Source: an optimization exercise on an open RTL-to-GDS flow (aim: small area, a short achievable clock period and few clock cycles). Production flows keep margins and buffers that such runs may drop.
Function was checked by simulation only, so behaviour that the tests miss may differ from the original.

==> job 8054: inputs <==
Design vpha_hash, start of the top module:
module vpha_hash (
    input  wire         clk,
    input  wire         rst,        
    input  wire         start,      
    input  wire [31:0]  len,        
    output reg          busy,
    output reg          done,
    output wire [31:0]  result,
    output reg          rd_req,
    output wire [31:0]  rd_addr,    
    output wire [5:0]   rd_len,     
    input  wire         rd_ready,
    input  wire         rd_valid,
    input  wire [255:0] rd_data     
);
    reg [31:0]  h;             
    reg [1:0]   m;             
    reg [27:0]  blk;           
    reg [27:0]  rhi;           
    reg [3:0]   llo;           
    reg [2:0]   qlast;         
    reg         nslot;         
    reg         fdone;         
    reg         flast;         
    reg         fin;           
    reg         outst;         
    reg         lds;           
    reg [127:0] buf0, buf1;    
    reg [1:0]   full;          
    reg [4:0]   rlen;          
    reg [2:0]   p;             
    reg         pdone;         
    reg [23:0]  prev;          
    reg [31:0]  x0, x1;        
    reg         xv, xl;        
    assign result  = h;
    assign rd_addr = {blk, 4'd0};
    assign rd_len  = {1'b0, rlen};
    wire [255:0] bufw = {buf1, buf0};
    wire [31:0]  w    = bufw[32*p +: 32];
    wire [7:0] w0 = w[7:0],    w1 = w[15:8],  w2 = w[23:16], w3 = w[31:24];
    wire [7:0] p1 = prev[7:0], p2 = prev[15:8], p3 = prev[23:16];
    reg  [7:0] v0, v1, v2, v3;
    always @(*) begin
        case (m)
            2'd0:    begin v0 = w0; v1 = w1; v2 = w2; v3 = w3; end
            2'd1:    begin v0 = p3; v1 = w0; v2 = w1; v3 = w2; end
            2'd2:    begin v0 = p2; v1 = p3; v2 = w0; v3 = w1; end
            default: begin v0 = p1; v1 = p2; v2 = p3; v3 = w0; end
        endcase
    end
    wire [31:0] x0_n, x1_n;
    wire [31:0] h_n;
  ...
==> module vpha_hash, before the edit <==
module vpha_hash (
    input  wire         clk,
    input  wire         rst,        
    input  wire         start,      
    input  wire [31:0]  len,        
    output reg          busy,
    output reg          done,
    output wire [31:0]  result,
    output reg          rd_req,
    output wire [31:0]  rd_addr,    
    output wire [5:0]   rd_len,     
    input  wire         rd_ready,
    input  wire         rd_valid,
    input  wire [255:0] rd_data     
);
    reg [31:0]  h;             
    reg [1:0]   m;             
    reg [27:0]  blk;           
    reg [27:0]  rhi;           
    reg [3:0]   llo;           
    reg [2:0]   qlast;         
    reg         nslot;         
    reg         fdone;         
    reg         flast;         
    reg         fin;           
    reg         outst;         
    reg         lds;           
    reg [127:0] buf0, buf1;    
    reg [1:0]   full;          
    reg [4:0]   rlen;          
    reg [2:0]   p;             
    reg         pdone;         
    reg [23:0]  prev;          
    reg [31:0]  x0, x1;        
    reg         xv, xl;        
    assign result  = h;
    assign rd_addr = {blk, 4'd0};
    assign rd_len  = {1'b0, rlen};
    wire [255:0] bufw = {buf1, buf0};
    wire [31:0]  w    = bufw[32*p +: 32];
    wire [7:0] w0 = w[7:0],    w1 = w[15:8],  w2 = w[23:16], w3 = w[31:24];
    wire [7:0] p1 = prev[7:0], p2 = prev[15:8], p3 = prev[23:16];
    reg  [7:0] v0, v1, v2, v3;
    always @(*) begin
        case (m)
            2'd0:    begin v0 = w0; v1 = w1; v2 = w2; v3 = w3; end
            2'd1:    begin v0 = p3; v1 = w0; v2 = w1; v3 = w2; end
            2'd2:    begin v0 = p2; v1 = p3; v2 = w0; v3 = w1; end
            default: begin v0 = p1; v1 = p2; v2 = p3; v3 = w0; end
        endcase
    end
    wire [31:0] x0_n, x1_n;
    wire [31:0] h_n;
    vpha_word_sum  u_ws (.v0(v0), .v1(v1), .v2(v2), .v3(v3), .s0(x0_n), .s1(x1_n));
    vpha_state_sum u_ss (.h(h), .x0(x0), .x1(x1), .s(h_n));
    wire go    = busy & full[p[2]] & ~pdone;        
    wire wlast = fin & (p == qlast);                
    wire       vld    = rd_valid & outst;
    wire       full0a = vld & ~lds | full[0] & ~(go & (p == 3'd3));
    wire       full1a = vld &  lds | full[1] & ~(go & (p == 3'd7));
    wire [2:0] p_a    = go ? p + 3'd1 : p;
    wire       full0r = full[0] & ~(go & (p == 3'd3));
    wire       full1r = full[1] & ~(go & (p == 3'd7));
    wire       slot_free = nslot ? (~full1r | (p_a[2] & p_a[1]))
                                 : (~full0r | (~p_a[2] & p_a[1]));
    wire       can_req = busy & ~fdone & ~rd_req & (~outst | rd_valid) & slot_free;
    wire       r1     = (rhi == 28'd1);
    wire       r2     = (rhi == 28'd2);
    wire       last   = r1 | (r2 & (llo == 4'd0));    
    always @(posedge clk) begin
        xv <= go & ~rst;
        xl <= wlast;
        x0 <= x0_n;
        x1 <= x1_n;
    end
    always @(posedge clk) begin
        if (vld & ~lds) buf0 <= rd_data[127:0];
        if (vld &  lds) buf1 <= rd_data[127:0];
    end
    always @(posedge clk) begin
        if (rst) begin
            busy   <= 1'b0;
            done   <= 1'b0;
            rd_req <= 1'b0;
            outst  <= 1'b0;
            full   <= 2'b00;
            fdone  <= 1'b1;
            pdone  <= 1'b1;
        end else if (start & ~busy) begin
            done  <= (len == 32'd0);
            busy  <= (len != 32'd0);
            m     <= -len[1:0];
            case (len[1:0])
                2'd0:    h <= 32'h00000001;    
                2'd3:    h <= 32'hBDEF7BDF;    
                2'd2:    h <= 32'hCC520C41;    
                default: h <= 32'hD50AE79F;    
            endcase
            blk   <= 28'd0;
            rhi   <= len[31:4];
            llo   <= len[3:0];
            qlast <= len[4:2] - {2'b00, (len[1:0] == 2'd0)};
            nslot <= 1'b1;
            fin   <= 1'b0;
            full  <= 2'b00;
            p     <= 3'd0;
            pdone <= (len == 32'd0);
            prev  <= 24'd0;
            rd_req <= (len != 32'd0);
            rlen  <= (len[31:4] != 28'd0) ? 5'd16 : {1'b0, len[3:0]};
            lds   <= 1'b0;
            fdone <= (len[31:4] == 28'd0) | ((len[31:4] == 28'd1) & (len[3:0] == 4'd0));
            flast <= (len[31:4] == 28'd0) | ((len[31:4] == 28'd1) & (len[3:0] == 4'd0));
        end else begin
            if (go) begin
                prev <= w[31:8];
                p    <= p + 3'd1;
                if (wlast) pdone <= 1'b1;
            end
            if (xv) begin
                h <= h_n;
                if (xl) begin
                    busy <= 1'b0;
                    done <= 1'b1;
                end
            end
            full <= {full1a, full0a};
            if (vld) begin
                outst <= 1'b0;
                if (flast) fin <= 1'b1;
            end
            if (rd_req & rd_ready) begin
                rd_req <= 1'b0;
                outst  <= 1'b1;
            end
            if (can_req) begin
                rd_req <= 1'b1;
                rlen   <= r1 ? {1'b0, llo} : 5'd16;
                lds    <= nslot;
                nslot  <= ~nslot;
                flast  <= last;
                fdone  <= last;
                blk    <= blk + 28'd1;
                rhi    <= rhi - 28'd1;
            end
        end
    end
endmodule
Settings: LEC_CHECK=0, ABC_CLOCK_PERIOD_IN_PS=3000, CAP_MARGIN=20, CORE_MARGIN=2, CORE_UTILIZATION=60, CTS_CLUSTER_DIAMETER=80, CTS_CLUSTER_SIZE=26, SLEW_MARGIN=20, TNS_END_PERCENT=0; clock period 12.0 ns.
standard.sh (not shown) runs the stock make flow with config.mk's settings and CLKGATE_MAP_FILE= SYNTH_SCRIPT=/design/flow/synth_recipe.tcl, a recipe that flattens the netlist after the stock synthesis.
==> flow/flow/run.sh <==
#!/bin/bash
set -euo pipefail
bash standard.sh SETUP_SLACK_MARGIN=8.5 finish > make_finish.log 2>&1
==> job 7954 (differences from job 8054) <==
--- a/flow/design.v
+++ b/flow/design.v
@@ -16,3 +16,2 @@
     reg [31:0]  h;             
-    reg [1:0]   m;             
     reg [27:0]  blk;           
@@ -23,6 +22,3 @@
     reg         fdone;         
-    reg         flast;         
-    reg         fin;           
     reg         outst;         
-    reg         lds;           
     reg [127:0] buf0, buf1;    
@@ -31,3 +27,2 @@
     reg [2:0]   p;             
-    reg         pdone;         
     reg [23:0]  prev;          
@@ -36,2 +31,5 @@
     assign result  = h;
+    wire [1:0] m   = -llo[1:0];                 
+    wire       lds = ~nslot;                    
+    wire       fin = fdone & ~outst & ~rd_req;  
     assign rd_addr = {blk, 4'd0};
@@ -55,3 +53,3 @@
     vpha_state_sum u_ss (.h(h), .x0(x0), .x1(x1), .s(h_n));
-    wire go    = busy & full[p[2]] & ~pdone;        
+    wire go    = busy & full[p[2]] & ~(xv & xl);   
     wire wlast = fin & (p == qlast);                
@@ -87,3 +85,2 @@
             fdone  <= 1'b1;
-            pdone  <= 1'b1;
         end else if (start & ~busy) begin
@@ -91,3 +88,2 @@
             busy  <= (len != 32'd0);
-            m     <= -len[1:0];
             case (len[1:0])
@@ -103,6 +99,4 @@
             nslot <= 1'b1;
-            fin   <= 1'b0;
             full  <= 2'b00;
             p     <= 3'd0;
-            pdone <= (len == 32'd0);
             prev  <= 24'd0;
@@ -110,5 +104,3 @@
             rlen  <= (len[31:4] != 28'd0) ? 5'd16 : {1'b0, len[3:0]};
-            lds   <= 1'b0;
             fdone <= (len[31:4] == 28'd0) | ((len[31:4] == 28'd1) & (len[3:0] == 4'd0));
-            flast <= (len[31:4] == 28'd0) | ((len[31:4] == 28'd1) & (len[3:0] == 4'd0));
         end else begin
@@ -117,3 +109,2 @@
                 p    <= p + 3'd1;
-                if (wlast) pdone <= 1'b1;
             end
@@ -129,3 +120,2 @@
                 outst <= 1'b0;
-                if (flast) fin <= 1'b1;
             end
@@ -138,5 +128,3 @@
                 rlen   <= r1 ? {1'b0, llo} : 5'd16;
-                lds    <= nslot;
                 nslot  <= ~nslot;
-                flast  <= last;
                 fdone  <= last;
==> flow/flow/run.sh (replaced) <==
#!/bin/bash
set -euo pipefail
bash standard.sh SYNTH_ARGS=-noabc SETUP_SLACK_MARGIN=8.5 finish > make_finish.log 2>&1
--- a/flow/config.mk
+++ b/flow/config.mk
@@ -10,5 +10,5 @@
 export CORE_MARGIN = 2
-export CORE_UTILIZATION = 60
-export CTS_CLUSTER_DIAMETER = 80
-export CTS_CLUSTER_SIZE = 26
+export CORE_UTILIZATION = 65
+export CTS_CLUSTER_DIAMETER = 100
+export CTS_CLUSTER_SIZE = 22
 export SLEW_MARGIN = 20
==> comparison table <==
item	job 8054	job 7954
Number of antenna diodes	0	1
Run status	complete, no violations	complete, no violations
Tcrit/Tclk final	0.3673	0.3837
Row count	73	69
Crit path from	h[6]	h[7]
Final cell count without fillers	2672	2491
Sequential fraction of total cell area	0.4412	0.4519
Worst reg-to-reg setup slack	7.60 ns	7.40 ns
Wire length on met1	22450 um	20710 um
Worst max-slew margin expressed relative to the limit	0.3123	0.3270
Hold-critical path endpoint	fdone	xl
Proportion of cell area occupied by multi-input gates	0.3668	0.3646
Area used by multi-input combinational logic	10630 um2	10210 um2
Repair and plain buffers	319	308
Clk_buf instances	27	41
Peak clock frequency supported by timing	226.9 MHz	217.2 MHz
Post-placement worst setup slack	5.988 ns	6.406 ns
Per-cell routed wire length	21.18 um	21.92 um
Sum of met2 wire segment lengths after detailed routing	29000 um	28190 um
Testbench counts of job 8054, summed over its fixed seeds: cycles 23,130.
Testbench counts of job 7954, summed over its fixed seeds: cycles 23,130.

-- what the ideal ports hide --
The results above use ideal ports. As a check the final layouts listed here were re-extracted and re-timed, cells and wires unchanged.
Step 1: set_driving_cell puts a clkbuf_16 on clk and a buf_2 on each other input, an assumption about the parent block.
Step 2 times the ports against the registers' clock, not the clock port: input delays grow and output delays shrink by t, the midpoint of the rising clock arrivals with the driver on.
Three values: no drivers, after step 1, after step 2; two values: the first two.
run | t (ns) | setup WS [ns] | worst hold slack (ns) | latest minus earliest clock arrival (ns) | slew at the worst register clock pin (ns)
job 8054 | 0.641 | 7.593 / 7.532 / 7.070 | 0.484 / 0.484 / 0.484 | 0.021 / 0.021 | 0.10 / 0.10
job 7954 | 0.619 | 7.396 / 7.396 / 6.864 | 0.509 / 0.509 / 0.509 | 0.040 / 0.040 | 0.10 / 0.10
After both steps setup and hold are still met in every run listed. The setup slack of job 7954, which loses most, moves by 0.000 ns with the drivers and by -0.532 ns with both steps.
